This design comes from an exercise in tuning for small area, a short achievable clock period and few clock cycles per item on the open sky130 flow, not from production work.
At most, simulation tests tie the RTL to the original design; equivalence was not proved.
The RTL of runs 1 to 3 was laid out without a check of its function.
Power is estimated from default activity; no workload was simulated.

## flow/design.v

```verilog
module can_frame_parser (
    input  wire        clk,
    input  wire        rst,
    input  wire        in_valid,
    output wire        in_ready,
    input  wire [10:0] in_id,
    input  wire [3:0]  in_dlc,
    input  wire [63:0] in_data,
    output wire        rd_valid,
    input  wire        rd_ready,
    output wire        rd_last,
    output reg  [7:0]  rd_field,
    output reg  [1:0]  rd_kind,
    output wire [16:0] rd_raw,
    output reg  [1:0]  rd_scale,
    output wire [55:0] rd_text,
    output wire [2:0]  rd_textlen,
    output wire        tx_valid,
    output wire [10:0] tx_id,
    output wire [3:0]  tx_dlc,
    output wire [63:0] tx_data,
    output wire        done,
    output reg  [5:0]  fault_bits,
    output wire [15:0] fault_count
);
    localparam [1:0] SEL_IDLE = 2'd0, SEL_A = 2'd1, SEL_B = 2'd2, SEL_C = 2'd3;
    localparam [1:0] K_NUM = 2'd0, K_ONOFF = 2'd1, K_LABEL = 2'd2, K_TEXT = 2'd3;
    localparam [4:0] P_NONE = 5'd0, P_282 = 5'd1, P_381 = 5'd2, P_382 = 5'd3,
                     P_481 = 5'd4, P_A1 = 5'd6, P_A3 = 5'd7,
                     P_B1 = 5'd8, P_C2 = 5'd9, P_C4 = 5'd10, P_C5 = 5'd11,
                     P_C6 = 5'd12, P_C8 = 5'd13, P_C9 = 5'd14, P_C14 = 5'd15,
                     P_OS0 = 5'd16;   
    reg [1:0]  sel;
    reg [3:0]  line;           
    reg        upload;
    reg        carry_valid;
    reg [7:0]  carry_byte;     
    reg [15:0] fc;
    assign fault_count = fc;
    reg        em;             
    reg        nem;            
    reg        zd;             
    reg        eml;            
    reg [2:0]  idx;            
    reg [4:0]  plan;
    reg        skip1;          
    reg        txp;            
    reg [1:0]  tx_code;
    reg        cst;            
    reg [2:0]  tlen;
    reg [55:0] dat;            
    wire [7:0] d1 = dat[7:0],   d2 = dat[15:8],  d3 = dat[23:16], d4 = dat[31:24];
    wire [7:0] d5 = dat[39:32], d6 = dat[47:40], d7 = dat[55:48];
    localparam [1:0] H_NEXT = 2'd0, H_ZERO = 2'd2, H_SEXT = 2'd3;
    function [18:0] desc(input [4:0] plan, input [2:0] idx);
        reg [2:0] k;
        reg [1:0] hm;
        reg       sgn;      
        reg       bitm;     
        reg [7:0] fbase;
        reg [1:0] kd, sc;
    begin
        k     = 3'd1;
        hm    = H_NEXT;
        sgn   = 1'b0;
        bitm  = 1'b0;
        fbase = 8'd0;
        kd  = K_NUM;
        sc = 2'd0;
        case (plan)
            P_282: begin
                fbase = 8'h01;
                if (idx[0]) begin k = 3'd1; sgn = 1'b1; sc = 2'd2; end
                else begin k = 3'd7; hm = H_ZERO; end
            end
            P_381: begin
                fbase = 8'h03; sgn = 1'b1; sc = 2'd2;
                k = (idx == 3'd0) ? 3'd7 : (idx == 3'd1) ? 3'd2 : 3'd4;
            end
            P_382: begin fbase = 8'h06; k = 3'd1; sgn = 1'b1; sc = 2'd2; end
            P_481: begin
                fbase = 8'h07; hm = H_ZERO;
                case (idx)
                    3'd0: begin k = 3'd7; kd = K_LABEL; end
                    3'd1: begin k = 3'd1; kd = K_LABEL; end
                    3'd2: begin k = 3'd5; kd = K_ONOFF; bitm = 1'b1; end
                    3'd3: begin k = 3'd2; kd = K_ONOFF; bitm = 1'b1; end
                    3'd4: begin k = 3'd3; kd = K_ONOFF; bitm = 1'b1; end
                    default: begin k = 3'd6; kd = K_ONOFF; bitm = 1'b1; end
                endcase
            end
            P_A1: begin
                fbase = 8'h10;
                if (idx[0]) begin k = 3'd6; sgn = 1'b1; sc = 2'd2; end
                else begin k = 3'd5; hm = H_ZERO; sc = 2'd1; end
            end
            P_A3: begin fbase = 8'h12; k = 3'd1; hm = H_SEXT; sgn = 1'b1; end
            P_B1: begin fbase = 8'h18; kd = K_TEXT; end
            P_C2: begin fbase = 8'h20; sgn = 1'b1; sc = 2'd2; k = idx[0] ? 3'd4 : 3'd2; end
            P_C4: begin fbase = 8'h22; sgn = 1'b1; sc = 2'd2; k = idx[0] ? 3'd4 : 3'd6; end
            P_C5: begin
                fbase = 8'h24; sgn = 1'b1; sc = 2'd2;
                k = (idx == 3'd0) ? 3'd1 : (idx == 3'd1) ? 3'd3 : 3'd5;
            end
            P_C6: begin
                fbase = 8'h27;
                case (idx)
                    3'd0: begin k = 3'd0; sgn = 1'b1; sc = 2'd2; end
                    3'd1: begin k = 3'd2; end
                    3'd2: begin k = 3'd4; sc = 2'd1; end
                    3'd3: begin k = 3'd6; hm = H_ZERO; end
                    default: begin k = 3'd7; hm = H_ZERO; end
                endcase
            end
            P_C8: begin
                fbase = 8'h2C;
                if (idx[0]) begin k = 3'd2; sc = 2'd2; end
                else begin k = 3'd0; sc = 2'd1; end
            end
            P_C9: begin
                fbase = 8'h2E; sc = 2'd3;
                if (idx[0]) k = 3'd2;
                else k = 3'd0;
            end
            P_C14: begin fbase = 8'h30; k = 3'd2; sgn = 1'b1; sc = 2'd2; end
            default: if (plan[4]) begin
                fbase = {5'b10000, plan[2:0]};
                k = 3'd4;
                case (plan[2:0])
                    3'd0, 3'd1: begin sgn = 1'b1; sc = 2'd2; end
                    3'd5:       hm = H_ZERO;
                    default:    ;
                endcase
            end
        endcase
        desc = {fbase + {5'd0, idx}, kd, sc, k, hm, sgn, bitm};
    end
    endfunction
    function [2:0] lastslot(input [4:0] p);
        case (p)
            P_282, P_A1, P_C2, P_C4, P_C8, P_C9: lastslot = 3'd1;
            P_381, P_C5:                         lastslot = 3'd2;
            P_481:                               lastslot = 3'd5;
            P_C6:                                lastslot = 3'd4;
            default:                             lastslot = 3'd0;
        endcase
    endfunction
    function [14:0] cfun(input [1:0] sel, input [3:0] line, input carry_valid);
        reg [4:0] c_plan;
        reg       c_idx, c_last, c_f4, c_f5, c_ncv, c_cst;
        reg [3:0] c_min;
    begin
        c_plan = P_NONE;
        c_idx  = 1'b0;
        c_last = 1'b0;
        c_min  = 4'b0000;
        c_f4   = 1'b0;
        c_f5   = 1'b0;
        c_ncv  = carry_valid;
        c_cst  = 1'b0;
        case (sel)
            SEL_A: case (line)
                4'd1: begin c_plan = P_A1; c_min = 4'b1000; end
                4'd3: begin c_plan = P_A3; c_min = 4'b0001; c_last = 1'b1; end
                default: ;
            endcase
            SEL_B: if (line == 4'd1) begin c_plan = P_B1; c_last = 1'b1; end
            SEL_C: case (line)
                4'd2:  begin c_plan = P_C2; c_min = 4'b0100; end
                4'd4:  begin c_plan = P_C4; c_min = 4'b1000; end
                4'd5:  begin c_plan = P_C5; c_min = 4'b1000; c_f4 = carry_valid;
                             c_ncv = 1'b1; c_cst = 1'b1; end
                4'd6:  begin c_plan = P_C6; c_min = 4'b1000; c_f5 = !carry_valid;
                             c_ncv = 1'b0; c_idx = !carry_valid; end
                4'd7:  begin c_min = 4'b1000; c_f4 = carry_valid;
                             c_ncv = 1'b1; c_cst = 1'b1; end
                4'd8:  begin c_plan = P_C8; c_min = 4'b1000; c_f5 = !carry_valid;
                             c_ncv = 1'b1; c_cst = 1'b1; c_idx = !carry_valid;
                             c_last = !carry_valid; end
                4'd9:  begin c_plan = P_C9; c_min = 4'b0010; c_f5 = !carry_valid;
                             c_ncv = 1'b0; c_idx = !carry_valid;
                             c_last = !carry_valid; end
                4'd14: begin c_plan = P_C14; c_min = 4'b0010; c_last = 1'b1; end
                default: ;
            endcase
            default: ;
        endcase
        cfun = {c_plan, c_idx, c_last, c_min, c_f5, c_f4, c_ncv, c_cst};
    end
    endfunction
    reg [4:0] c_plan;
    reg       c_idx0, c_last, c_f4, c_f5, c_ncv, c_cst;
    reg [3:0] c_min;
    wire [2:0] c_idx = {2'd0, c_idx0};
    wire [18:0] c_desc    = desc(c_plan, c_idx);
    wire [3:0]  line_inc  = (line == 4'd15) ? line : line + 4'd1;
    wire [7:0] i0 = in_data[7:0], i1 = in_data[15:8], i2 = in_data[23:16], i3 = in_data[31:24];
    wire       dge1 = in_dlc >= 4'd1, dge3 = in_dlc >= 4'd3, dge4 = in_dlc >= 4'd4;
    wire       dge5 = in_dlc >= 4'd5, dge6 = in_dlc >= 4'd6, dge7 = in_dlc >= 4'd7;
    wire       dok  = in_dlc <= 4'd8;
    wire id282 = in_id == 11'h282, id381 = in_id == 11'h381;
    wire id382 = in_id == 11'h382, id481 = in_id == 11'h481;
    wire id_st = in_id == 11'h1c1;
    wire idfam = id_st || in_id == 11'h1c2 || in_id == 11'h1c3;
    wire c282 = dok && id282 && dge3;
    wire c381 = dok && id381 && dge6;
    wire c382 = dok && id382 && dge3;
    wire c481 = dok && id481 && dge7;
    wire s_short = dok && ((id282 && !dge3) || (id381 && !dge6) ||
                           (id382 && !dge3) || (id481 && !dge7));
    wire fam   = dok && idfam;
    wire pre_a = dge3 && i0 == 8'h41 && i1 == 8'h3f && i2 == 8'h50;
    wire pre_b = dge3 && i0 == 8'h41 && i1 == 8'h0f && i2 == 8'h34;
    wire pre_c = dge3 && i0 == 8'h41 && i1 == 8'h1d && i2 == 8'h50;
    wire pre   = fam && (pre_a || pre_b || pre_c);
    wire band  = fam && dge1 && i0[7:4] == 4'h4 && !(pre_a || pre_b || pre_c);
    wire cont  = fam && dge1 && (i0 == 8'h00 || i0 == 8'h10);
    wire t3 = dge4 && i0 == 8'h43 && i1 == 8'h30 && i2 == 8'h20 && i3 == 8'h01;
    wire t4 = dge4 && i0 == 8'h43 && i1 == 8'h30 && i2 == 8'h20 && i3 == 8'h02;
    wire t0 = dge3 && i0 == 8'h4B && i1 == 8'h10 && i2 == 8'h20;
    wire t1 = dge3 && i0 == 8'h4B && i1 == 8'h11 && i2 == 8'h20;
    wire t2 = dge3 && i0 == 8'h43 && i1 == 8'h20 && i2 == 8'h20;
    wire t5 = dge3 && i0 == 8'h4F && i1 == 8'h40 && i2 == 8'h20;
    wire t_fit   = (t0 || t1 || t2 || t3 || t4) ? dge6 : dge5;
    wire hit     = t0 || t1 || t2 || t3 || t4 || t5;
    wire os_ok   = band && hit && t_fit;
    wire os_short = band && hit && !t_fit;
    wire [2:0] t_idx = {t4 || t5, t2 || t3, t1 || t3 || t5};
    wire c_act   = cont && sel != SEL_IDLE;
    wire dge2 = in_dlc >= 4'd2, dge8 = in_dlc >= 4'd8;
    wire c_fit   = !((c_min[3] && !dge8) || (c_min[2] && !dge6) ||
                     (c_min[1] && !dge4) || (c_min[0] && !dge2));
    wire c_ok    = c_act && c_fit;
    wire c_short = c_act && !c_fit;
    wire hard    = !dok || s_short || os_short || c_short;
    wire lk0 = i0 > 8'h0F, lk1 = i1 > 8'h1F;
    wire [5:0] fbits = {c_ok && c_f5, c_ok && c_f4, c481 && lk1, c481 && lk0,
                        !dok, s_short || os_short || c_short};
    wire       fault = !dok || s_short || os_short || c_short ||
                       (c481 && (lk0 || lk1)) || (c_ok && (c_f4 || c_f5));
    wire [2:0]  idx481  = lk0 ? (lk1 ? 3'd2 : 3'd1) : 3'd0;
    wire        c_rd    = c_ok && (c_plan != P_NONE);
    wire        has_rd  = c282 || c381 || c382 || c481 || os_ok || c_rd;
    wire        f_last  = c382 || os_ok || (c_rd && c_last);
    wire [4:0]  os_plan = P_OS0 + {2'd0, t_idx};
    wire [4:0]  f_plan  = ({5{c282}}  & P_282) | ({5{c381}} & P_381) |
                          ({5{c382}}  & P_382) | ({5{c481}} & P_481) |
                          ({5{os_ok}} & os_plan) | ({5{c_ok}} & c_plan);
    wire [2:0]  f_idx   = ({3{c481}} & idx481) | ({3{c_ok}} & c_idx);
    wire [18:0] f_desc  = ({19{c282}}  & desc(P_282, 3'd0)) |
                          ({19{c381}}  & desc(P_381, 3'd0)) |
                          ({19{c382}}  & desc(P_382, 3'd0)) |
                          ({19{c481}}  & desc(P_481, idx481)) |
                          ({19{os_ok}} & desc(os_plan, 3'd0)) |
                          ({19{c_ok}}  & c_desc);
    wire       n_tx    = !hard && id_st && ((pre && pre_c) || (cont && upload));
    wire [1:0] n_code  = pre ? 2'd0 : (i0[4] ? 2'd2 : 2'd1);
    wire       n_cst   = c_ok && c_cst;
    reg [1:0] n_sel;
    reg [3:0] n_line;
    reg       n_upload;
    reg       n_cv;
    always @* begin
        n_sel    = sel;
        n_line   = line;
        n_upload = upload;
        n_cv     = carry_valid;
        if (pre) begin
            n_sel    = pre_a ? SEL_A : pre_b ? SEL_B : SEL_C;
            n_line   = 4'd1;
            n_cv     = 1'b0;
            n_upload = id_st && pre_c;
        end else if (band) begin
            n_sel    = SEL_IDLE;
            n_line   = 4'd0;
            n_cv     = 1'b0;
            n_upload = upload && !id_st;
        end else if (cont) begin
            if (c_act) begin
                n_line = line_inc;
                n_cv   = c_ncv;
            end
        end else if (id_st) begin
            n_upload = 1'b0;
        end
    end
    reg [2:0] n_tlen;
    integer j;
    always @* begin
        n_tlen = 3'd0;
        for (j = 1; j < 8; j = j + 1)
            if (in_data[8*j +: 8] != 8'd0 && j < in_dlc) n_tlen = j[2:0];
    end
    assign rd_valid = em;
    assign rd_last  = eml;
    assign done     = zd || (eml && rd_ready);
    assign in_ready = nem || (eml && rd_ready);
    wire   take     = in_valid && in_ready && !rst;
    wire        skip    = idx == 3'd0 && skip1;
    wire [2:0]  idx_nx  = skip ? 3'd2 : idx + 3'd1;
    wire [18:0] desc_nx = desc(plan, idx_nx);
    reg [2:0] r_k;
    reg [1:0] r_hm;
    reg       r_sgn, r_bitm;
    reg [7:0] lo_b, hi_b, lo, hi;
    always @* begin
        case (r_k)
            3'd0: begin lo_b = d1; hi_b = carry_byte; end
            3'd1: begin lo_b = d1; hi_b = d2; end
            3'd2: begin lo_b = d2; hi_b = d3; end
            3'd3: begin lo_b = d3; hi_b = d4; end
            3'd4: begin lo_b = d4; hi_b = d5; end
            3'd5: begin lo_b = d5; hi_b = d6; end
            3'd6: begin lo_b = d6; hi_b = d7; end
            default: begin lo_b = d7; hi_b = d1; end
        endcase
        lo = r_bitm ? {7'd0, lo_b[0]} : lo_b;
        case (r_hm)
            H_ZERO:  hi = 8'd0;
            H_SEXT:  hi = {8{lo[7]}};
            default: hi = hi_b;
        endcase
    end
    assign rd_raw     = {r_sgn & hi[7], hi, lo};
    assign rd_text    = dat;
    assign rd_textlen = tlen;
    assign tx_valid = txp;
    assign tx_id    = 11'h241;
    assign tx_dlc   = 4'd8;
    assign tx_data  = {56'd0, 6'b101000, tx_code};
    wire single = id282 || id381 || id481;
    always @(posedge clk) begin
        if (in_ready) begin
            plan       <= f_plan;
            skip1      <= c481 && lk1;
            idx        <= f_idx;
            {rd_field, rd_kind, rd_scale, r_k, r_hm, r_sgn, r_bitm} <= f_desc;
            tx_code    <= n_code;
            cst        <= n_cst;
            tlen       <= n_tlen;
            fault_bits <= fbits;
            dat        <= {single ? i0 : in_data[63:56], in_data[55:25],
                           id481 ? in_data[52] : in_data[24], in_data[23:17],
                           id481 ? in_data[41] : in_data[16], in_data[15:8]};
        end else if (rd_ready) begin
            idx  <= idx_nx;
            {rd_field, rd_kind, rd_scale, r_k, r_hm, r_sgn, r_bitm} <= desc_nx;
        end
        if (done && cst) carry_byte <= d7;
        if (rst) begin
            em          <= 1'b0;
            nem         <= 1'b1;
            zd          <= 1'b0;
            eml         <= 1'b0;
            txp         <= 1'b0;
            sel         <= SEL_IDLE;
            line        <= 4'd0;
            upload      <= 1'b0;
            carry_valid <= 1'b0;
            fc          <= 16'd0;
            {c_plan, c_idx0, c_last, c_min, c_f5, c_f4, c_ncv, c_cst} <= 15'd0;
        end else begin
            if (in_ready) begin
                em  <= in_valid && has_rd;
                nem <= !(in_valid && has_rd);
                zd  <= in_valid && !has_rd;
                eml <= in_valid && f_last;
            end else if (rd_ready) begin
                eml <= (idx_nx == lastslot(plan));
            end
            txp <= take && n_tx;
            if (take && !hard) begin
                if (pre)
                    {c_plan, c_idx0, c_last, c_min, c_f5, c_f4, c_ncv, c_cst} <=
                        cfun(pre_a ? SEL_A : pre_b ? SEL_B : SEL_C, 4'd1, 1'b0);
                else if (band)
                    {c_plan, c_idx0, c_last, c_min, c_f5, c_f4, c_ncv, c_cst} <= 15'd0;
                else if (c_act)
                    {c_plan, c_idx0, c_last, c_min, c_f5, c_f4, c_ncv, c_cst} <=
                        cfun(sel, line_inc, c_ncv);
            end
            if (take) begin
                if (fault && ~&fc) fc <= fc + 16'd1;
                if (!hard) begin
                    sel         <= n_sel;
                    line        <= n_line;
                    upload      <= n_upload;
                    carry_valid <= n_cv;
                end
            end
        end
    end
endmodule
```

## flow/flow/run.sh

```bash
#!/bin/bash
# Standard ORFS layout with fast port buffers and free cell resizing:
#  - ports are buffered with buf_2 instead of the default delay-buffer cell
#  - the resizer may swap a cell for any cell of the same function
#    (MATCH_CELL_FOOTPRINT=0), not only same-footprint ones.
set -euo pipefail
bash standard.sh MATCH_CELL_FOOTPRINT=0 \
  "BUFFER_PORTS_ARGS=-buffer_cell sky130_fd_sc_hd__buf_2" \
  finish > standard.log 2>&1
```

## flow/standard.sh

```bash
#!/bin/bash
# synth_recipe.tcl (not shown) runs the flow's synth.tcl, then flattens the netlist and writes it again
# the make line also repeats each setting of config.mk as NAME=value (left out here)
make -C /OpenROAD-flow-scripts/flow DESIGN_CONFIG=/design/flow/config.mk WORK_HOME=/design/flow/orfs CLKGATE_MAP_FILE= SYNTH_SCRIPT=/design/flow/synth_recipe.tcl "${@:-finish}"
```

## flow/config.mk

```make
export PLATFORM = sky130hd
export DESIGN_NAME = can_frame_parser
export DESIGN_NICKNAME = can_frame_parser
export VERILOG_FILES = /design/flow/design.v
export SDC_FILE = /design/flow/constraint.sdc
export NUM_CORES = 4
export LEC_CHECK = 0
export CAP_MARGIN = 20
export CORE_MARGIN = 2
export CORE_UTILIZATION = 35
export PLACE_DENSITY = 0.6
export SETUP_SLACK_MARGIN = 2.5
export SLEW_MARGIN = 20
```

## flow/constraint.sdc

```tcl
create_clock -name core_clock -period 6.0 [get_ports {clk}]
set_input_delay 1.2000 -clock core_clock [delete_from_list [all_inputs] [get_ports {clk}]]
set_output_delay 1.2000 -clock core_clock [all_outputs]
set_load 0.01 [all_outputs]
```

==> results of run 1 <==
[registers in the layout, summed over array words and instances, names as in the netlist, 2 cells and up, named ones only]
| name | count |
|---|---|
| fc | 16 |
| carry_byte | 8 |
| rd_kind | 2 |
| r_hm | 2 |
| fault_bits | 6 |
| dat | 56 |
| sel | 2 |
| r_k | 3 |
| idx | 3 |
| line | 4 |
| tx_code | 2 |
| tlen | 3 |
| c_min | 4 |
| plan | 5 |
| rd_field | 8 |
| rd_scale | 2 |
| c_plan | 4 |
[metal layers]
| layer | global-route usage [%] | wire (um) | vias up |
|---|---|---|---|
| met5 | 0 | 11 | - |
| met4 | 7.61 | 1130 | 2 |
| met3 | 3.99 | 3110 | 83 |
| met2 | 35.7 | 16800 | 560 |
| met1 | 29.5 | 15200 | 4943 |
| li1 | - | - | 4790 |
[through the flow]
stage	utilization (%)	hold WS [ns]	setup WS [ns]
final	44.4	0.477	2.33
after global routing	44.4	0.527	2.26
after CTS	42.0	0.475	2.41
after detailed placement	38.8	0.463	1.44
after global placement	38.8	0.463	1.50
after floorplan	-	0.446	2.34
[cells by family after synthesis]
group,count (synthesis),share of synthesized area (%)
AOI/OAI and AO/OA,348,21.4
xor gates and xnor gates,13,1.09
adders and majority gates,18,2.23
buffers and inverters,181,9.65
DFF,147,38.0
muxes,45,5.20
other,2,0.0719
and+or+nand+nor,457,22.3
[worst min path at each step]
stage                     cells after the start  slack (ns)     start        to
after global routing                          1        0.53        em        em
after floorplan                               2        0.45  c_min[2]  c_min[2]
after CTS                                     2        0.48    upload    upload
after global placement                        2        0.46    upload    upload
after detailed placement                      2        0.46    upload    upload
final                                         2        0.48    upload    upload
[timing repair]
item | in CTS | in global routing
endpoints found under the setup margin | 59 | 63
pin swaps | 8 | 30
gates cloned | 1 | 2
endpoints found under the hold margin | 0 | 0
buffers inserted | 16 | 36
gates resized for setup | 36 | 89
[Yosys cell counts (all sizes together) (6+ instances only)]
master	number	area [sq um]
o22ai	10	62.6
mux2	14	158
nand2b	16	100
a21o	13	97.6
ha	17	213
o21ai	90	454
inv	35	131
nor2b	16	100
clkbuf	48	180
dfxtp	44	881
o31ai	21	171
edfxtp	103	3090
nor4b	8	82.6
nor2	138	528
buf	95	686
and3	13	86.3
mux2i	25	250
nor3	32	165
a221oi	11	96.3
nand4	12	75.1
nand2	101	379
o21a	9	67.6
nor4	18	113
and2	13	83.8
or4	10	78.8
nor3b	8	60.1
nand3	32	160
or2	6	37.5
a211oi	20	170
a31oi	23	144
a21oi	97	489
or3	14	92.6
xnor2	9	78.8
mux4	6	135
[worst min-delay path: stages, from the launching register on]
cell     delay [ns]
dfxtp_1        0.31
o31ai_1        0.06
a21oi_1        0.06
[power by group through the flow]
stage	Clock, mW	Combinational (mW)	Sequential (mW)
2_1_floorplan	0	0.119	1.15
5_1_grt	1.19	0.228	1.13
3_3_place_gp	0	0.182	1.15
3_5_place_dp	0	0.183	1.15
4_1_cts	1.15	0.193	1.13
6_report	1.14	0.211	1.13
[cell type report]
type / instances / area (sq um) / share of cell area (%)
inverter: 38 / 155 / 1.18
sequential: 147 / 3970 / 30.3
multi-input combinational: 961 / 6240 / 47.6
tap: 390 / 488 / 3.72
antenna: 2 / 5.00 / 0.0382
clock buffer: 17 / 425 / 3.25
timing repair buffer: 260 / 1620 / 12.4
clock inverter: 15 / 193 / 1.47
==> summary.md, run 1 <==
| Metric | Value |
|---|---|
| Crit-path slowest cell | or4b_4 |
| CP arrival | between 3 and 4 ns |
| Max Cap Viol | 0 |
| Mapped Area | approximately 10,000 sq um |
| TritonRoute pass-1 iters | 6 |
| Peak supply drop | between 0.15 and 0.2 mV |
| Clock Power Share | 46.0% |
| Via count | ~10,000 |
| RSZ-0062 raised after global routing | true |
| CP Launch Type | primary input |
| Yosys reg bits | ~150 |
| FF-to-FF Start | plan[2] |
| Final hold vios | 0 |
| Htree depth | 4 |
| Crit path largest cell delay | 0.55 ns |
| Routed Antenna Nets | 0 |
| Maximum clock rate | about 0.27 GHz |
| Die span in x | between 150 and 200 um |
| Post-synth EDFFs | between 100 and 150 |
| Placed inst area | 11,400 sq um |
| Final min period | ~3.7 ns |
| Hold Buf Count CTS | 0 |
| Crit path max fanout | 4 |
| CTS buffer count | 17 |
| Root buf cell | clkbuf_16 |
| Starting density of the core | a little over a third |
| Sw power | about 660 uW |
| Pin count of the biggest net entering global routing | slightly below 60 |
| Hold crit path type | flop to flop |
| Pwr Total | between 2 and 2.5 mW |
| RR Endpoint | rd_field[4] |
| Worst-path cell chain | buf_8, or4b_4, nor4_2, nand4b_1, o21a_1, mux2i_4, nor2_1, a221o_1, o21bai_4, ha_4, mux2_4 |
| Gate Count Post-Synth | ~1,200 |
| Highest-count cells in the layout ignoring fill and taps | buf_2, nor2_1, edfxtp_1 |
| Die area | around 31,000 sq um |
| Placed Cells | about 1,700 |
| Distinct cells, synth | 94 |
| Final setup vio count | 0 |
| First-pass GRT wire length | around 53,000 um |
| P_int | 1.82 mW |
| Fraction of registers with async set/reset | 0% |
| Initial DRC Count | roughly 1,200 |
| Final wirelength | approximately 36,000 um |
| Nets | about 1,500 |
| Worst relative slew slack | roughly a quarter |
| Worst-Skew Late Latency | about 0.44 ns |
| Initial antenna violation count | 3 |
| Total negative slack | 0 ns |
| Status | no timing/DRC/antenna violations |
| Tightest Pin Transition | 1.09 ns |
| Die H | roughly 180 um |
| GRT Total Usage | 22.0% |
| Sequential group share of total power | between 40 and 50% |
| FP Rows | 63 |
| Fin. max-slew vios | 0 |
| Core Region | 29,500 sq um |
| Post-DP HPWL | about 26,000 um |
| Share of the yosys chip area belonging to registers | 38.0% |
| Fillers | roughly 3,000 |
| Synth warn | 1 |
| Worst Path Buf+Inv | 1 |
| Crit end category | flop |
| Comb pwr share | about 8.5% |
| # clock sinks | roughly 150 |
| Layout cells sized above 1 | between 20% and 30% |
| Final period utilization | 61.2% |
| Vias in the first global route | between 9,000 and 10,000 |
| Fin cells | between 1,500 and 2,000 |
| Number of port buffers | roughly 200 |
| Number of cells on the critical path | 11 |
| Net Sw Frac | 26.8% |
| Largest delay contributor family on the critical path | simple AND/OR/NAND/NOR gates |
| Clock buffer depth | 2 |
| Req. time, crit path | approximately 6.3 ns |
| WL/cell | roughly 20 um |
| Leakage | ~5.2 nW |
| Clk_skew | 0.0173 ns |
| # DRC | 0 |
| Area growth from synthesis to layout | 25.4% |
| Vias/cell | roughly 5.7 |
| GPL Wtd Cong | slightly below 0.9 |
| Commonest register cell after synthesis | edfxtp_1 |
| Worst R2R Path Depth | 14 |
| Critical path class | primary input to flop |
| Num ports | between 200 and 300 |
| CTS tree | yes |
| GR Overflow Total | 0 |
| Synth Area per Inst | between 8 and 9 sq um |
| Reg clk slew, reported paths | about 0.060 ns |
| Start point of the critical path | in_data[10] |
| Pwr/cell area | between 150 and 200 nW/um^2 |
| Reg2Reg Setup Slack | 2.82 ns |
| Commonest non-fill, non-tap cell in the layout | buf_2 |
| Final instance area | roughly 13,000 sq um |
==> inputs of run 2 (changes only) <==
--- a/flow/design.v
+++ b/flow/design.v
@@ -146,13 +146,16 @@
         endcase
     endfunction
-    function [14:0] cfun(input [1:0] sel, input [3:0] line, input carry_valid);
-        reg [4:0] c_plan;
-        reg       c_idx, c_last, c_f4, c_f5, c_ncv, c_cst;
-        reg [3:0] c_min;
-    begin
+    reg [4:0] c_plan;       
+    reg [2:0] c_idx;        
+    reg       c_last;       
+    reg [3:0] c_min;        
+    reg       c_f4, c_f5;   
+    reg       c_ncv;        
+    reg       c_cst;        
+    always @* begin
         c_plan = P_NONE;
-        c_idx  = 1'b0;
+        c_idx  = 3'd0;
         c_last = 1'b0;
-        c_min  = 4'b0000;
+        c_min  = 4'd0;
         c_f4   = 1'b0;
         c_f5   = 1'b0;
@@ -161,36 +164,30 @@
         case (sel)
             SEL_A: case (line)
-                4'd1: begin c_plan = P_A1; c_min = 4'b1000; end
-                4'd3: begin c_plan = P_A3; c_min = 4'b0001; c_last = 1'b1; end
+                4'd1: begin c_plan = P_A1; c_min = 4'd8; end
+                4'd3: begin c_plan = P_A3; c_min = 4'd2; c_last = 1'b1; end
                 default: ;
             endcase
             SEL_B: if (line == 4'd1) begin c_plan = P_B1; c_last = 1'b1; end
             SEL_C: case (line)
-                4'd2:  begin c_plan = P_C2; c_min = 4'b0100; end
-                4'd4:  begin c_plan = P_C4; c_min = 4'b1000; end
-                4'd5:  begin c_plan = P_C5; c_min = 4'b1000; c_f4 = carry_valid;
+                4'd2:  begin c_plan = P_C2; c_min = 4'd6; end
+                4'd4:  begin c_plan = P_C4; c_min = 4'd8; end
+                4'd5:  begin c_plan = P_C5; c_min = 4'd8; c_f4 = carry_valid;
                              c_ncv = 1'b1; c_cst = 1'b1; end
-                4'd6:  begin c_plan = P_C6; c_min = 4'b1000; c_f5 = !carry_valid;
-                             c_ncv = 1'b0; c_idx = !carry_valid; end
-                4'd7:  begin c_min = 4'b1000; c_f4 = carry_valid;
+                4'd6:  begin c_plan = P_C6; c_min = 4'd8; c_f5 = !carry_valid;
+                             c_ncv = 1'b0; c_idx = {2'd0, !carry_valid}; end
+                4'd7:  begin c_min = 4'd8; c_f4 = carry_valid;
                              c_ncv = 1'b1; c_cst = 1'b1; end
-                4'd8:  begin c_plan = P_C8; c_min = 4'b1000; c_f5 = !carry_valid;
-                             c_ncv = 1'b1; c_cst = 1'b1; c_idx = !carry_valid;
+                4'd8:  begin c_plan = P_C8; c_min = 4'd8; c_f5 = !carry_valid;
+                             c_ncv = 1'b1; c_cst = 1'b1; c_idx = {2'd0, !carry_valid};
                              c_last = !carry_valid; end
-                4'd9:  begin c_plan = P_C9; c_min = 4'b0010; c_f5 = !carry_valid;
-                             c_ncv = 1'b0; c_idx = !carry_valid;
+                4'd9:  begin c_plan = P_C9; c_min = 4'd4; c_f5 = !carry_valid;
+                             c_ncv = 1'b0; c_idx = {2'd0, !carry_valid};
                              c_last = !carry_valid; end
-                4'd14: begin c_plan = P_C14; c_min = 4'b0010; c_last = 1'b1; end
+                4'd14: begin c_plan = P_C14; c_min = 4'd4; c_last = 1'b1; end
                 default: ;
             endcase
             default: ;
         endcase
-        cfun = {c_plan, c_idx, c_last, c_min, c_f5, c_f4, c_ncv, c_cst};
     end
-    endfunction
-    reg [4:0] c_plan;
-    reg       c_idx0, c_last, c_f4, c_f5, c_ncv, c_cst;
-    reg [3:0] c_min;
-    wire [2:0] c_idx = {2'd0, c_idx0};
     wire [18:0] c_desc    = desc(c_plan, c_idx);
     wire [3:0]  line_inc  = (line == 4'd15) ? line : line + 4'd1;
@@ -228,7 +225,5 @@
     wire [2:0] t_idx = {t4 || t5, t2 || t3, t1 || t3 || t5};
     wire c_act   = cont && sel != SEL_IDLE;
-    wire dge2 = in_dlc >= 4'd2, dge8 = in_dlc >= 4'd8;
-    wire c_fit   = !((c_min[3] && !dge8) || (c_min[2] && !dge6) ||
-                     (c_min[1] && !dge4) || (c_min[0] && !dge2));
+    wire c_fit   = in_dlc >= c_min;
     wire c_ok    = c_act && c_fit;
     wire c_short = c_act && !c_fit;
@@ -244,45 +239,21 @@
     wire        f_last  = c382 || os_ok || (c_rd && c_last);
     wire [4:0]  os_plan = P_OS0 + {2'd0, t_idx};
-    wire [4:0]  f_plan  = ({5{c282}}  & P_282) | ({5{c381}} & P_381) |
-                          ({5{c382}}  & P_382) | ({5{c481}} & P_481) |
-                          ({5{os_ok}} & os_plan) | ({5{c_ok}} & c_plan);
-    wire [2:0]  f_idx   = ({3{c481}} & idx481) | ({3{c_ok}} & c_idx);
-    wire [18:0] f_desc  = ({19{c282}}  & desc(P_282, 3'd0)) |
-                          ({19{c381}}  & desc(P_381, 3'd0)) |
-                          ({19{c382}}  & desc(P_382, 3'd0)) |
-                          ({19{c481}}  & desc(P_481, idx481)) |
-                          ({19{os_ok}} & desc(os_plan, 3'd0)) |
-                          ({19{c_ok}}  & c_desc);
-    wire       n_tx    = !hard && id_st && ((pre && pre_c) || (cont && upload));
+    wire        q_os    = idfam && i0[7:4] == 4'h4;
+    wire        q_cont  = idfam && (i0 == 8'h00 || i0 == 8'h10);
+    wire [4:0]  f_plan  = ({5{id282}}  & P_282) | ({5{id381}} & P_381) |
+                          ({5{id382}}  & P_382) | ({5{id481}} & P_481) |
+                          ({5{q_os}}   & os_plan) | ({5{q_cont}} & c_plan);
+    wire [2:0]  f_idx   = ({3{id481}} & idx481) | ({3{q_cont}} & c_idx);
+    wire [18:0] f_desc  = ({19{id282}} & desc(P_282, 3'd0)) |
+                          ({19{id381}} & desc(P_381, 3'd0)) |
+                          ({19{id382}} & desc(P_382, 3'd0)) |
+                          ({19{id481}} & desc(P_481, idx481)) |
+                          ({19{q_os}}  & desc(os_plan, 3'd0)) |
+                          ({19{q_cont}} & c_desc);
+    wire       n_tx    = id_st && ((pre && pre_c) || (cont && upload && !c_short));
     wire [1:0] n_code  = pre ? 2'd0 : (i0[4] ? 2'd2 : 2'd1);
     wire       n_cst   = c_ok && c_cst;
-    reg [1:0] n_sel;
-    reg [3:0] n_line;
-    reg       n_upload;
-    reg       n_cv;
-    always @* begin
-        n_sel    = sel;
-        n_line   = line;
-        n_upload = upload;
-        n_cv     = carry_valid;
-        if (pre) begin
-            n_sel    = pre_a ? SEL_A : pre_b ? SEL_B : SEL_C;
-            n_line   = 4'd1;
-            n_cv     = 1'b0;
-            n_upload = id_st && pre_c;
-        end else if (band) begin
-            n_sel    = SEL_IDLE;
-            n_line   = 4'd0;
-            n_cv     = 1'b0;
-            n_upload = upload && !id_st;
-        end else if (cont) begin
-            if (c_act) begin
-                n_line = line_inc;
-                n_cv   = c_ncv;
-            end
-        end else if (id_st) begin
-            n_upload = 1'b0;
-        end
-    end
+    wire       u_band  = band && !os_short;
+    wire       u_off   = id_st && dok && !cont && !os_short;
     reg [2:0] n_tlen;
     integer j;
@@ -333,5 +304,5 @@
         if (in_ready) begin
             plan       <= f_plan;
-            skip1      <= c481 && lk1;
+            skip1      <= id481 && lk1;
             idx        <= f_idx;
             {rd_field, rd_kind, rd_scale, r_k, r_hm, r_sgn, r_bitm} <= f_desc;
@@ -359,5 +330,4 @@
             carry_valid <= 1'b0;
             fc          <= 16'd0;
-            {c_plan, c_idx0, c_last, c_min, c_f5, c_f4, c_ncv, c_cst} <= 15'd0;
         end else begin
             if (in_ready) begin
@@ -370,22 +340,22 @@
             end
             txp <= take && n_tx;
-            if (take && !hard) begin
-                if (pre)
-                    {c_plan, c_idx0, c_last, c_min, c_f5, c_f4, c_ncv, c_cst} <=
-                        cfun(pre_a ? SEL_A : pre_b ? SEL_B : SEL_C, 4'd1, 1'b0);
-                else if (band)
-                    {c_plan, c_idx0, c_last, c_min, c_f5, c_f4, c_ncv, c_cst} <= 15'd0;
-                else if (c_act)
-                    {c_plan, c_idx0, c_last, c_min, c_f5, c_f4, c_ncv, c_cst} <=
-                        cfun(sel, line_inc, c_ncv);
-            end
             if (take) begin
                 if (fault && ~&fc) fc <= fc + 16'd1;
-                if (!hard) begin
-                    sel         <= n_sel;
-                    line        <= n_line;
-                    upload      <= n_upload;
-                    carry_valid <= n_cv;
+                if (pre) begin
+                    sel         <= pre_a ? SEL_A : pre_b ? SEL_B : SEL_C;
+                    line        <= 4'd1;
+                    carry_valid <= 1'b0;
+                end else if (u_band) begin
+                    sel         <= SEL_IDLE;
+                    line        <= 4'd0;
+                    carry_valid <= 1'b0;
+                end else if (c_ok) begin
+                    line        <= line_inc;
+                    carry_valid <= c_ncv;
                 end
+                if (pre)
+                    upload <= id_st && pre_c;
+                else if (u_off)
+                    upload <= 1'b0;
             end
         end
==> summary.md, run 2 <==
| Metric | Value |
|---|---|
| Mapped Area | roughly 9700 sq um |
| Clock buffer depth | 2 |
| Worst relative slew slack | about a quarter |
| Crit path max fanout | 7 |
| Routed Antenna Nets | 0 |
| Commonest register cell after synthesis | edfxtp_1 |
| GPL Wtd Cong | roughly 0.93 |
| Hold Buf Count CTS | 0 |
| Fin. max-slew vios | 0 |
| Final min period | between 3 and 4 ns |
| TritonRoute pass-1 iters | 5 |
| Fraction of registers with async set/reset | 0% |
| Pwr/cell area | approximately 200 nW/um^2 |
| Top Registers | dat x56, fc x16 |
| Share of the yosys chip area belonging to registers | 38.7% |
| Worst Path Buf+Inv | 3 |
| Worst-Skew Late Latency | 0.44 ns |
| Crit path largest cell delay | 0.51 ns |
| First-pass GRT wire length | about 50,000 um |
| Starting density of the core | 35.3% |
| Utilization after layout | 43.6% |
| Tightest Pin Transition | ~1.1 ns |
| P_int | roughly 1.7 mW |
| CP arrival | 2.44 ns |
| Crit end category | output pin |
| Max reg flops | 56 |
| Most area-consuming cells after synthesis | edfxtp_1, dfxtp_1, buf_4 |
| Via count | 9,696 |
| Number of port buffers | between 150 and 200 |
| Met1 wire length | 14,900 um |
| Sw power | between 600 and 700 uW |
| CTS tree | yes |
| Sequential group share of total power | 44.4% |
| Area growth from synthesis to layout | 23.3% |
| Final hold vios | 0 |
| Comb pwr share | around 8.8% |
| Die H | around 170 um |
| Hold crit path type | flop to flop |
| Clk_skew | 0.0110 ns |
| Top Metal Used | met5 |
| Nets | 1,404 |
| Post-synth top area share | about a third |
| Post-synth EDFFs | around 100 |
| Met3 Routed Length | about 3000 um |
| WL/cell | 20.8 um |
| Synth Area per Inst | about 8.8 sq um |
| Max Cap Viol | 0 |
| CP Launch Type | flop |
| Top cell by count, worst path | buf_12 |
| Final wirelength | 35,100 um |
| Total negative slack | 0 ns |
| Htree depth | 4 |
| Final setup vio count | 0 |
| Synth warn | 1 |
| Status | no timing/DRC/antenna violations |
| Core Region | roughly 28,000 sq um |
| Synth area leader | edfxtp_1 |
| CTS buffer count | 17 |
| Num ports | ~280 |
| Highest-count cells in the layout ignoring fill and taps | buf_2, edfxtp_1, nor2_1 |
| FP Rows | 61 |
| Leakage | 4.72 nW |
| Post-DP HPWL | between 20,000 and 30,000 um |
| RSZ-0062 raised after global routing | true |
| Die area | ~29,000 sq um |
| # clock sinks | 136 |
| Gate Count Post-Synth | approximately 1,100 |
| Pin count of the biggest net entering global routing | 71 |
| Initial DRC Count | ~860 |
| Net Sw Frac | a little over a quarter |
| Req. time, crit path | about 4.8 ns |
| Layout cells sized above 1 | around 27% |
| Initial antenna violation count | 2 |
| Commonest non-fill, non-tap cell in the layout | buf_2 |
| Reg clk slew, reported paths | 0.07 ns |
| Wire length on met2 | between 15,000 and 20,000 um |
| Worst hold slack | just under 0.5 ns |
| Vias/cell | 5.73 |
| Clock Power Share | between 40 and 50% |
| Worst-path cell chain | buf_12, mux2i_1, o211ai_1, nand2_1, a211oi_4, nand3_4, buf_12, o31ai_4, buf_2 |
| Crit-path slowest cell | edfxtp_1 |
| Top post-synthesis cells by count | edfxtp_1, nor2_1, nand2_1 |
| Maximum clock rate | ~0.27 GHz |
| # DRC | 0 |
| Top-count cell post-synth | edfxtp_1 |
| Die span in x | between 150 and 200 um |
| Largest register by flop count | dat |
| Distinct cells, synth | between 80 and 90 |
| Critical path class | flop to output pin |
| Final period utilization | between 60% and 70% |
| GR Overflow Total | 0 |
| Vias in the first global route | 8,740 |
| Peak supply drop | approximately 0.16 mV |
| Root buf cell | clkbuf_16 |
| Yosys reg bits | ~140 |
| GRT Total Usage | a little under a quarter |
| Largest delay contributor family on the critical path | buffers and inverters |
==> run 2: final cells by class <==
type | instances | area [sq um]
antenna | 1 | 2.50
fill | 2701 | 15600
multi-input combinational | 888 | 5730
tap | 378 | 473
clock inverter | 15 | 180
timing repair buffer | 232 | 1310
sequential | 136 | 3770
inverter | 25 | 108
clock buffer | 17 | 425
==> run 2: final timing paths <==
| check | cells past startpoint | endpoint | from | slack (ns) |
|---|---|---|---|---|
| worst max-delay path | 9 | rd_raw[10] | r_k[1] | 2.36 |
| worst min-delay path | 2 | fc[14] | fc[14] | 0.49 |
| worst max register to register | 10 | rd_field[4] | plan[2] | 2.61 |
| worst min register to register | 2 | fc[14] | fc[14] | 0.49 |
==> run 2: worst reg2reg max path, delay by kind of cell, from the launching register on <==
kind                     cells  cell delay (ns)
AO/OA/AOI/OAI                6             1.09
flip-flops                   1             0.96
adder cells (fa/ha/maj)      2             0.68
AND/OR/NAND/NOR              1             0.22
multiplexers                 1             0.19
==> run 2: kinds of logic after synthesis <==
kind of cell               Yosys count  synth area share, %
muxes                               36                 4.38
xor gates and xnor gates             9                0.810
other                                2               0.0772
and+or+nand+nor                    426                 22.8
buffers and inverters              164                 9.42
AOI/OAI and AO/OA                  315                 21.0
DFF                                136                 38.7
adders and majority gates           22                 2.88
==> run 2: power by group through the flow <==
stage / logic (mW) / clock network, mW / registers, mW
final: 0.209 / 1.12 / 1.06
after global routing: 0.230 / 1.17 / 1.06
after CTS: 0.200 / 1.13 / 1.06
after detailed placement: 0.194 / 0 / 1.08
after global placement: 0.193 / 0 / 1.08
after floorplan: 0.126 / 0 / 1.08
==> run 2: repair_timing <==
item                                    CTS  global route
gates resized for setup                  55            30
gates cloned                              1             2
endpoints found under the setup margin   39            43
pin swaps                                 3             5
buffers inserted                         13            12
==> run 2: stage by stage <==
| step | power [mW] | cell area (sq um) | worst slack [ns] | cells |
|---|---|---|---|---|
| 6_report | 2.39 | 12000 | 2.36 | 1692 |
| 5_1_grt | 2.46 | 12000 | 2.29 | 1692 |
| 4_1_cts | 2.39 | 11700 | 2.40 | 1677 |
| 3_5_place_dp | 1.27 | 10700 | 1.83 | 1631 |
| 3_3_place_gp | 1.27 | 10700 | 1.88 | 1631 |
| 2_1_floorplan | 1.20 | 10000 | 2.39 | 1186 |
==> run 2: per-layer routing <==
| metal | up-vias | GRT usage (%) |
|---|---|---|
| met5 | - | 0 |
| met4 | 2 | 8.14 |
| met3 | 68 | 4.77 |
| met2 | 502 | 37.9 |
| met1 | 4668 | 30.5 |
| li1 | 4456 | - |
==> inputs of run 3 (changes only) <==
--- a/flow/config.mk
+++ b/flow/config.mk
@@ -10,4 +10,4 @@
 export CORE_UTILIZATION = 35
 export PLACE_DENSITY = 0.6
-export SETUP_SLACK_MARGIN = 2.5
+export SETUP_SLACK_MARGIN = 2.0
 export SLEW_MARGIN = 20
==> summary.md, run 3 <==
| Metric | Value |
|---|---|
| Final period utilization | between 60% and 70% |
| CP Launch Type | primary input |
| Hold Buf Count CTS | 0 |
| TritonRoute pass-1 iters | 6 |
| GRT Total Usage | a little under a quarter |
| Fin. max-slew vios | 0 |
| Top post-synthesis cells by count | edfxtp_1, nor2_1, nand2_1 |
| Crit path max fanout | 31 |
| Starting density of the core | a little over a third |
| GR Overflow Total | 0 |
| Pwr/cell area | about 210 nW/um^2 |
| Pin count of the biggest net entering global routing | 86 |
| Number of port buffers | about 200 |
| Commonest non-fill, non-tap cell in the layout | buf_2 |
| Vias in the first global route | between 8,000 and 9,000 |
| Req. time, crit path | 6.36 ns |
| Via count | roughly 9,600 |
| Crit path largest cell delay | 0.56 ns |
| Post-DP HPWL | between 20,000 and 30,000 um |
| Commonest register cell after synthesis | edfxtp_1 |
| Largest delay contributor family on the critical path | simple AND/OR/NAND/NOR gates |
| Hold crit path type | flop to flop |
| Worst-Skew Late Latency | 0.43 ns |
| Top Registers | dat x56, fc x16 |
| Post-synth top area share | between 30% and 40% |
| Core Region | roughly 28,000 sq um |
| Reg clk slew, reported paths | ~0.070 ns |
| Initial DRC Count | 979 |
| RSZ-0062 raised after global routing | false |
| GPL Wtd Cong | ~0.9 |
| Tightest Pin Transition | 1.08 ns |
| Distinct cells, synth | 83 |
| Clock buffer depth | 2 |
| Yosys reg bits | between 100 and 150 |
| # clock sinks | ~140 |
| # DRC | 0 |
| Synth Area per Inst | roughly 8.8 sq um |
| Initial antenna violation count | 0 |
| Share of the yosys chip area belonging to registers | around 39% |
| Placed inst area | roughly 11,000 sq um |
| Mapped Area | between 9000 and 10,000 sq um |
| Crit end category | flop |
| Wire length on met2 | ~16,000 um |
| Num ports | ~280 |
| Peak supply drop | 0.166 mV |
| Htree depth | 4 |
| Met1 wire length | 14,600 um |
| Final instance area | ~11,000 sq um |
| Most area-consuming cells after synthesis | edfxtp_1, dfxtp_1, buf_4 |
| Crit-path slowest cell | or4_1 |
| Layout cells sized above 1 | between 20% and 30% |
| Worst Path Buf+Inv | 2 |
| Total negative slack | 0 ns |
| Die area | 29,200 sq um |
| Vias/cell | slightly below 6 |
| First-pass GRT wire length | approximately 52,000 um |
| FP Rows | 61 |
| Synth warn | 1 |
| Worst Hold Depth | 2 |
| Final min period | about 3.8 ns |
| Critical path class | primary input to flop |
| Number of cells on the critical path | 9 |
| Final hold vios | 0 |
| Status | no timing/DRC/antenna violations |
| Met3 Routed Length | approximately 2800 um |
| Largest register by flop count | dat |
| Synth area leader | edfxtp_1 |
| Routed Antenna Nets | 0 |
| Die H | approximately 170 um |
| Final wirelength | ~34,000 um |
| Max Cap Viol | 0 |
| Gate Count Post-Synth | 1,110 |
| CP arrival | 4.16 ns |
| Post-synth EDFFs | 104 |
| CTS tree | yes |
| Die span in x | around 170 um |
| Max reg flops | 56 |
| Maximum clock rate | about 0.26 GHz |
| Worst relative slew slack | roughly 28% |
| WL/cell | just over 20 um |
| Highest-count cells in the layout ignoring fill and taps | buf_2, edfxtp_1, nor2_1 |
| Top-count cell post-synth | edfxtp_1 |
| Area growth from synthesis to layout | 17.2% |
| Fraction of registers with async set/reset | 0% |
| Clk_skew | roughly 0.0083 ns |
| Final setup vio count | 0 |
| Worst-path cell chain | buf_2, nor4_4, o2111ai_2, nand2b_1, inv_1, nand4_1, o211a_2, or4_1, a21oi_1 |
| Nets | approximately 1,400 |
| N_diodes | 0 |
| Top Metal Used | met4 |
| Worst R2R Path Depth | 13 |
| Leakage | between 4 and 5 nW |
| Root buf cell | clkbuf_16 |
| CTS buffer count | 17 |
-- run 3: per-stage QoR --
stage          power, mW  worst slack [ns]  hold WS (ns)  utilization (%)  std cells
4_1_cts             2.40              1.95         0.493             41.2       1666
2_1_floorplan       1.20              2.01         0.455                -       1186
3_3_place_gp        1.27              1.74         0.473             38.9       1632
5_1_grt             2.46              2.01         0.514             41.4       1666
3_5_place_dp        1.28              1.74         0.481             38.9       1632
6_report            2.38              2.21         0.492             41.4       1666
-- run 3: path summary, 6_finish.rpt --
kind                  from     end  slack (ns)
hold reg to reg     upload  upload        0.49
hold / removal      upload  upload        0.49
setup / recovery  in_id[3]  fc[12]        2.21
setup reg to reg   line[0]  fc[12]        2.28
-- run 3: kinds of logic after synthesis --
logic type / count (synthesis) / share of synthesized area, %
DFF: 136 / 38.7
AOI/OAI and AO/OA: 315 / 21.0
other: 2 / 0.0772
buffers and inverters: 164 / 9.42
and+or+nand+nor: 426 / 22.8
muxes: 36 / 4.38
xor gates and xnor gates: 9 / 0.810
adders and majority gates: 22 / 2.88
-- run 3: layout make-up --
class / count / area, sq um
tap: 378 / 473
multi-input combinational: 886 / 5390
clock inverter: 15 / 185
clock buffer: 17 / 425
sequential: 136 / 3760
inverter: 25 / 100
timing repair buffer: 209 / 1080
fill: 2807 / 16100
-- run 3: worst min-delay path: cells and delay by family (launching register included) --
kind	cells	cell delay (ns)
AO/OA/AOI/OAI	1	0.05
flip-flops	1	0.31
AND/OR/NAND/NOR	1	0.08
-- run 3: metal layers --
layer / track usage [%] / vias to the layer above
li1: - / 4400
met1: 32.1 / 4678
met2: 38.2 / 518
met3: 3.49 / 50
met4: 7.10 / 0
met5: 0 / -
-- run 3: what timing repair did --
action                     4_1_cts  5_1_grt
resized for setup                3        9
setup buffers                    2        0
setup endpoints to repair       26       24
-- run 3: power breakdown --
group          internal, mW  switching [mW]  leakage (nW)  total (mW)
Combinational        0.0679           0.131          2.81       0.199
Clock                 0.632           0.492         0.296        1.12
Sequential             1.03          0.0280          1.40        1.06
Total                  1.73           0.652          4.50        2.38
==> inputs of run 4 (changes only) <==
--- a/flow/design.v
+++ b/flow/design.v
@@ -39,9 +39,6 @@
     assign fault_count = fc;
     reg        em;             
-    reg        nem;            
     reg        zd;             
     reg        eml;            
-    reg [2:0]  idx;            
-    reg [4:0]  plan;
     reg        skip1;          
     reg        txp;            
@@ -53,5 +50,5 @@
     wire [7:0] d5 = dat[39:32], d6 = dat[47:40], d7 = dat[55:48];
     localparam [1:0] H_NEXT = 2'd0, H_ZERO = 2'd2, H_SEXT = 2'd3;
-    function [18:0] desc(input [4:0] plan, input [2:0] idx);
+    function [23:0] desc(input [4:0] plan, input [2:0] idx);
         reg [2:0] k;
         reg [1:0] hm;
@@ -134,14 +131,48 @@
             end
         endcase
-        desc = {fbase + {5'd0, idx}, kd, sc, k, hm, sgn, bitm};
+        desc = {fbase + {5'd0, idx}, kd, sc, 8'd1 << k, hm, sgn, bitm};
     end
     endfunction
-    function [2:0] lastslot(input [4:0] p);
-        case (p)
-            P_282, P_A1, P_C2, P_C4, P_C8, P_C9: lastslot = 3'd1;
-            P_381, P_C5:                         lastslot = 3'd2;
-            P_481:                               lastslot = 3'd5;
-            P_C6:                                lastslot = 3'd4;
-            default:                             lastslot = 3'd0;
+    function [15:0] descf(input [7:0] f);
+        reg [2:0] k;
+        reg [1:0] hm, kd, sc;
+        reg       sgn, bitm;
+    begin
+        k    = 3'd2;
+        hm   = H_NEXT;
+        kd   = K_NUM;
+        sc   = 2'd2;
+        sgn  = 1'b1;
+        bitm = 1'b0;
+        case (f)
+            8'h02: k = 3'd1;                                    
+            8'h04: k = 3'd2;                                    
+            8'h05: k = 3'd4;                                    
+            8'h08: begin k = 3'd1; hm = H_ZERO; kd = K_LABEL; sc = 2'd0; sgn = 1'b0; end
+            8'h09: begin k = 3'd5; hm = H_ZERO; kd = K_ONOFF; sc = 2'd0; sgn = 1'b0; bitm = 1'b1; end
+            8'h0A: begin k = 3'd2; hm = H_ZERO; kd = K_ONOFF; sc = 2'd0; sgn = 1'b0; bitm = 1'b1; end
+            8'h0B: begin k = 3'd3; hm = H_ZERO; kd = K_ONOFF; sc = 2'd0; sgn = 1'b0; bitm = 1'b1; end
+            8'h0C: begin k = 3'd6; hm = H_ZERO; kd = K_ONOFF; sc = 2'd0; sgn = 1'b0; bitm = 1'b1; end
+            8'h11: k = 3'd6;                                    
+            8'h21: k = 3'd4;                                    
+            8'h23: k = 3'd4;                                    
+            8'h25: k = 3'd3;                                    
+            8'h26: k = 3'd5;                                    
+            8'h28: begin k = 3'd2; sc = 2'd0; sgn = 1'b0; end   
+            8'h29: begin k = 3'd4; sc = 2'd1; sgn = 1'b0; end   
+            8'h2A: begin k = 3'd6; hm = H_ZERO; sc = 2'd0; sgn = 1'b0; end
+            8'h2B: begin k = 3'd7; hm = H_ZERO; sc = 2'd0; sgn = 1'b0; end
+            8'h2D: begin k = 3'd2; sgn = 1'b0; end              
+            8'h2F: begin k = 3'd2; sc = 2'd3; sgn = 1'b0; end   
+            default: ;
+        endcase
+        descf = {kd, sc, 8'd1 << k, hm, sgn, bitm};
+    end
+    endfunction
+    function flast(input [7:0] f);
+        case (f)
+            8'h02, 8'h05, 8'h0C, 8'h11, 8'h21, 8'h23, 8'h26, 8'h2B, 8'h2D, 8'h2F:
+                flast = 1'b1;
+            default: flast = 1'b0;
         endcase
     endfunction
@@ -190,5 +221,5 @@
         endcase
     end
-    wire [18:0] c_desc    = desc(c_plan, c_idx);
+    wire [23:0] c_desc    = desc(c_plan, c_idx);
     wire [3:0]  line_inc  = (line == 4'd15) ? line : line + 4'd1;
     wire [7:0] i0 = in_data[7:0], i1 = in_data[15:8], i2 = in_data[23:16], i3 = in_data[31:24];
@@ -241,14 +272,10 @@
     wire        q_os    = idfam && i0[7:4] == 4'h4;
     wire        q_cont  = idfam && (i0 == 8'h00 || i0 == 8'h10);
-    wire [4:0]  f_plan  = ({5{id282}}  & P_282) | ({5{id381}} & P_381) |
-                          ({5{id382}}  & P_382) | ({5{id481}} & P_481) |
-                          ({5{q_os}}   & os_plan) | ({5{q_cont}} & c_plan);
-    wire [2:0]  f_idx   = ({3{id481}} & idx481) | ({3{q_cont}} & c_idx);
-    wire [18:0] f_desc  = ({19{id282}} & desc(P_282, 3'd0)) |
-                          ({19{id381}} & desc(P_381, 3'd0)) |
-                          ({19{id382}} & desc(P_382, 3'd0)) |
-                          ({19{id481}} & desc(P_481, idx481)) |
-                          ({19{q_os}}  & desc(os_plan, 3'd0)) |
-                          ({19{q_cont}} & c_desc);
+    wire [23:0] f_desc  = ({24{id282}} & desc(P_282, 3'd0)) |
+                          ({24{id381}} & desc(P_381, 3'd0)) |
+                          ({24{id382}} & desc(P_382, 3'd0)) |
+                          ({24{id481}} & desc(P_481, idx481)) |
+                          ({24{q_os}}  & desc(os_plan, 3'd0)) |
+                          ({24{q_cont}} & c_desc);
     wire       n_tx    = id_st && ((pre && pre_c) || (cont && upload && !c_short));
     wire [1:0] n_code  = pre ? 2'd0 : (i0[4] ? 2'd2 : 2'd1);
@@ -266,24 +293,20 @@
     assign rd_last  = eml;
     assign done     = zd || (eml && rd_ready);
-    assign in_ready = nem || (eml && rd_ready);
+    assign in_ready = !em || (eml && rd_ready);
     wire   take     = in_valid && in_ready && !rst;
-    wire        skip    = idx == 3'd0 && skip1;
-    wire [2:0]  idx_nx  = skip ? 3'd2 : idx + 3'd1;
-    wire [18:0] desc_nx = desc(plan, idx_nx);
-    reg [2:0] r_k;
+    wire        skip    = rd_field == 8'h07 && skip1;
+    wire [7:0]  fld_nx  = rd_field + {6'd0, skip, !skip};
+    wire [23:0] desc_nx = {fld_nx, descf(fld_nx)};
+    reg [7:0] r_k;        
     reg [1:0] r_hm;
     reg       r_sgn, r_bitm;
     reg [7:0] lo_b, hi_b, lo, hi;
     always @* begin
-        case (r_k)
-            3'd0: begin lo_b = d1; hi_b = carry_byte; end
-            3'd1: begin lo_b = d1; hi_b = d2; end
-            3'd2: begin lo_b = d2; hi_b = d3; end
-            3'd3: begin lo_b = d3; hi_b = d4; end
-            3'd4: begin lo_b = d4; hi_b = d5; end
-            3'd5: begin lo_b = d5; hi_b = d6; end
-            3'd6: begin lo_b = d6; hi_b = d7; end
-            default: begin lo_b = d7; hi_b = d1; end
-        endcase
+        lo_b = ({8{r_k[0] | r_k[1]}} & d1) | ({8{r_k[2]}} & d2) | ({8{r_k[3]}} & d3) |
+               ({8{r_k[4]}} & d4) | ({8{r_k[5]}} & d5) | ({8{r_k[6]}} & d6) |
+               ({8{r_k[7]}} & d7);
+        hi_b = ({8{r_k[0]}} & carry_byte) | ({8{r_k[1]}} & d2) | ({8{r_k[2]}} & d3) |
+               ({8{r_k[3]}} & d4) | ({8{r_k[4]}} & d5) | ({8{r_k[5]}} & d6) |
+               ({8{r_k[6]}} & d7) | ({8{r_k[7]}} & d1);
         lo = r_bitm ? {7'd0, lo_b[0]} : lo_b;
         case (r_hm)
@@ -303,7 +326,5 @@
     always @(posedge clk) begin
         if (in_ready) begin
-            plan       <= f_plan;
             skip1      <= id481 && lk1;
-            idx        <= f_idx;
             {rd_field, rd_kind, rd_scale, r_k, r_hm, r_sgn, r_bitm} <= f_desc;
             tx_code    <= n_code;
@@ -315,5 +336,4 @@
                            id481 ? in_data[41] : in_data[16], in_data[15:8]};
         end else if (rd_ready) begin
-            idx  <= idx_nx;
             {rd_field, rd_kind, rd_scale, r_k, r_hm, r_sgn, r_bitm} <= desc_nx;
         end
@@ -321,5 +341,4 @@
         if (rst) begin
             em          <= 1'b0;
-            nem         <= 1'b1;
             zd          <= 1'b0;
             eml         <= 1'b0;
@@ -333,9 +352,8 @@
             if (in_ready) begin
                 em  <= in_valid && has_rd;
-                nem <= !(in_valid && has_rd);
                 zd  <= in_valid && !has_rd;
                 eml <= in_valid && f_last;
             end else if (rd_ready) begin
-                eml <= (idx_nx == lastslot(plan));
+                eml <= flast(fld_nx);
             end
             txp <= take && n_tx;
--- a/flow/config.mk
+++ b/flow/config.mk
@@ -10,4 +10,4 @@
 export CORE_UTILIZATION = 35
 export PLACE_DENSITY = 0.6
-export SETUP_SLACK_MARGIN = 2.0
+export SETUP_SLACK_MARGIN = 2.5
 export SLEW_MARGIN = 20
==> summary.md, run 4 <==
| Metric | Value |
|---|---|
| Placed inst area | a little over 10,000 sq um |
| Maximum clock rate | ~0.28 GHz |
| Vias/cell | 5.85 |
| RR Endpoint | fc[12] |
| Pwr Total | about 2.3 mW |
| Via count | slightly above 9,000 |
| Final instance area | roughly 11,000 sq um |
| Hold path start | fc[9] |
| GPL Wtd Cong | 0.957 |
| Worst-Skew Late Latency | about 0.43 ns |
| Gate Count Post-Synth | between 900 and 1,000 |
| GR Overflow Total | 0 |
| Fraction of registers with async set/reset | 0% |
| Final period utilization | 60.5% |
| Final min period | about 3.6 ns |
| Leakage | approximately 4.5 nW |
| Num ports | around 280 |
| Number of port buffers | ~200 |
| Worst R2R Path Depth | 17 |
| Worst Path Buf+Inv | 2 |
| Commonest register cell after synthesis | edfxtp_1 |
| Worst-path cell chain | inv_4, ha_4, mux2i_1, mux2_4, o21a_1, nor3_2, o21ai_1, a21boi_2, ha_1, nand2_1, a21oi_2, buf_4, nor3_4, a211oi_4, o211a_4, and4b_1, mux2_4 |
| Share of the yosys chip area belonging to registers | between 30% and 40% |
| Distinct cells, synth | 91 |
| Starting density of the core | about a third |
| Synth warn | 1 |
| RSZ-0062 raised after global routing | true |
| Highest-count cells in the layout ignoring fill and taps | buf_2, edfxtp_1, nand2_1 |
| TritonRoute pass-1 iters | 6 |
| Area growth from synthesis to layout | 25.9% |
| Htree depth | 4 |
| Mapped Area | between 9000 and 10,000 sq um |
| Placed Cells | between 1,000 and 1,500 |
| Critical path class | flop to flop |
| Worst Hold Endpoint | fc[9] |
| WL/cell | ~22 um |
| Vias in the first global route | ~8,400 |
| Crit path max fanout | 6 |
| Peak supply drop | 0.181 mV |
| Pwr/cell area | 201 nW/um^2 |
| Post-synth top area share | about a third |
| Req. time, crit path | 6.32 ns |
| Hold crit path type | flop to flop |
| Die area | 27,300 sq um |
| Final setup vio count | 0 |
| Fin cells | ~1,600 |
| Pin count of the biggest net entering global routing | 66 |
| Crit-path slowest cell | a211oi_4 |
| CP arrival | 3.95 ns |
| Clock buffer depth | 2 |
| Nets | about 1,300 |
| Initial DRC Count | between 1,000 and 1,500 |
| FP Rows | between 50 and 60 |
| Fin. max-slew vios | 0 |
| Total negative slack | 0 ns |
| Tightest Pin Transition | 1.17 ns |
| Final hold vios | 0 |
| Die H | between 150 and 200 um |
| Status | no timing/DRC/antenna violations |
| Crit end category | flop |
| CTS buffer count | 17 |
| Clk_skew | 0.0172 ns |
| Final wirelength | approximately 34,000 um |
| Largest delay contributor family on the critical path | compound AO/OA/AOI/OAI gates |
| GRT Total Usage | between 20% and 30% |
| Reg clk slew, reported paths | ~0.06 ns |
| Top-count cell post-synth | edfxtp_1 |
| First-pass GRT wire length | 49,900 um |
| Yosys reg bits | approximately 130 |
| CTS tree | yes |
| Routed Antenna Nets | 0 |
| Worst relative slew slack | 21.4% |
| Max Cap Viol | 0 |
| Layout cells sized above 1 | between 30% and 40% |
| Commonest non-fill, non-tap cell in the layout | buf_2 |
| # DRC | 0 |
| Post-DP HPWL | around 25,000 um |
| Die span in x | approximately 170 um |
| CP Launch Type | flop |
| FF-to-FF Start | line[1] |
| Max reg flops | 56 |
| Largest register by flop count | dat |
| Most area-consuming cells after synthesis | edfxtp_1, buf_4, dfxtp_1 |
| Synth Area per Inst | a little over 9 sq um |
| Top cell by count, worst path | mux2_4 |
| Reg2Reg Setup Slack | between 2 and 2.5 ns |
| Top post-synthesis cells by count | edfxtp_1, nand2_1, buf_4 |
| Core Region | around 26,000 sq um |
| Post-synth EDFFs | between 100 and 150 |
| Top Registers | dat x56, fc x16 |
| Synth area leader | edfxtp_1 |
| Initial antenna violation count | 2 |
| Crit path largest cell delay | about 0.38 ns |
| Worst Hold Depth | 2 |
| # clock sinks | 129 |
| Root buf cell | clkbuf_16 |
==> run 4: changes by cell type after synthesis, sizes merged, moves of 9 or more <==
cell	previous run	this run
a22oi	5	54
a41o	0	9
a222oi	0	9
inv	22	32
mux2i	19	6
o21ai	78	39
a211oi	16	3
nand2	98	81
a31oi	17	26
a21oi	83	49
nor2	101	68
==> run 4: what timing repair did <==
item | in CTS | in global routing
endpoints found under the setup margin | 43 | 34
buffers inserted | 30 | 24
gates cloned | 2 | 0
pin swaps | 11 | 34
gates resized for setup | 36 | 43
hold buffers | 0 | 0
hold endpoints to repair | 0 | 0
==> run 4: how the worst max path moves through the flow <==
stage | from | to | slack, ns | cells after the start
finish | line[1] | fc[12] | 2.37 | 17
global route | line[1] | fc[9] | 2.26 | 16
CTS | line[1] | fc[11] | 2.50 | 16
detailed placement | line[1] | fc[12] | 1.81 | 16
global placement | line[3] | fc[12] | 1.85 | 14
floorplan | line[1] | fc[11] | 2.51 | 18
==> run 4: worst register-to-register path, delay by kind of cell, from the launching register on <==
family | cells | cell delay (ns)
and+or+nand+nor | 4 | 0.51
buffers and inverters | 2 | 0.25
AOI/OAI and AO/OA | 6 | 1.30
DFF | 1 | 0.37
muxes | 3 | 0.66
adders and majority gates | 2 | 0.44
==> run 4: area by class of cell <==
class	instances	area [sq um]
tap	335	419
clock inverter	14	176
fill	2534	14300
clock buffer	17	425
antenna	1	2.50
inverter	32	128
multi-input combinational	781	5230
timing repair buffer	259	1460
sequential	129	3610
==> run 4: layer usage <==
metal,vias up,wire (um),GRT usage (%)
li1,4162,-,-
met1,4426,14000,30.7
met2,527,16400,40.6
met3,53,2870,5.07
met4,2,782,7.83
met5,-,11,0
==> run 4: cells by family after synthesis <==
kind of cell / share of synthesized area, %
muxes: 2.02
AOI/OAI and AO/OA: 23.3
xor gates and xnor gates: 1.44
buffers and inverters: 10.0
other: 0.0826
and+or+nand+nor: 21.0
DFF: 39.5
adders and majority gates: 2.59
==> run 4: report_power, final <==
| part | switching, mW | internal (mW) | total (mW) |
|---|---|---|---|
| clock network | 0.442 | 0.658 | 1.10 |
| logic | 0.132 | 0.0663 | 0.198 |
| registers | 0.0266 | 0.981 | 1.01 |
| total | 0.600 | 1.71 | 2.31 |
==> run 4: per-stage QoR <==
step,utilization (%),hold slack (ns),setup slack [ns]
CTS,42.9,0.498,2.50
finish,44.4,0.505,2.37
global route,44.4,0.516,2.26
floorplan,-,0.457,2.51
detailed placement,39.1,0.488,1.81
global placement,39.1,0.472,1.85
Testbench counts of run 4, summed over its fixed seeds: cycles 35,159, frames 20,000.

==> re-timing with driven ports <==
How much do the figures lean on ideal ports? The routed layouts below were timed once more, with nothing changed but the port constraints. Step 1, drivers: a clkbuf_16 drives clk and a buf_2 each remaining input, both assumed. Step 2 moves the port delays by t, midway between the first and last clock arrival at a register: inputs arrive t later, outputs are due t later. That takes back most of the time a late clock gives input paths. a / b / c = ideal ports / drivers / drivers and shift; a / b = the first two.
run	shift t [ns]	slack for setup (ns)	pins driven straight from the clock port
run 1	0.475	2.330 / 2.324 / 1.849	1
run 2	0.485	2.357 / 2.307 / 2.127	1
run 3	0.475	2.205 / 2.159 / 1.761	1
run 4	0.475	2.368 / 2.368 / 2.044	1
After both steps setup and hold are still met in every run listed. The setup slack of run 1, which loses most, moves by -0.006 ns with the drivers and by -0.481 ns with both steps.
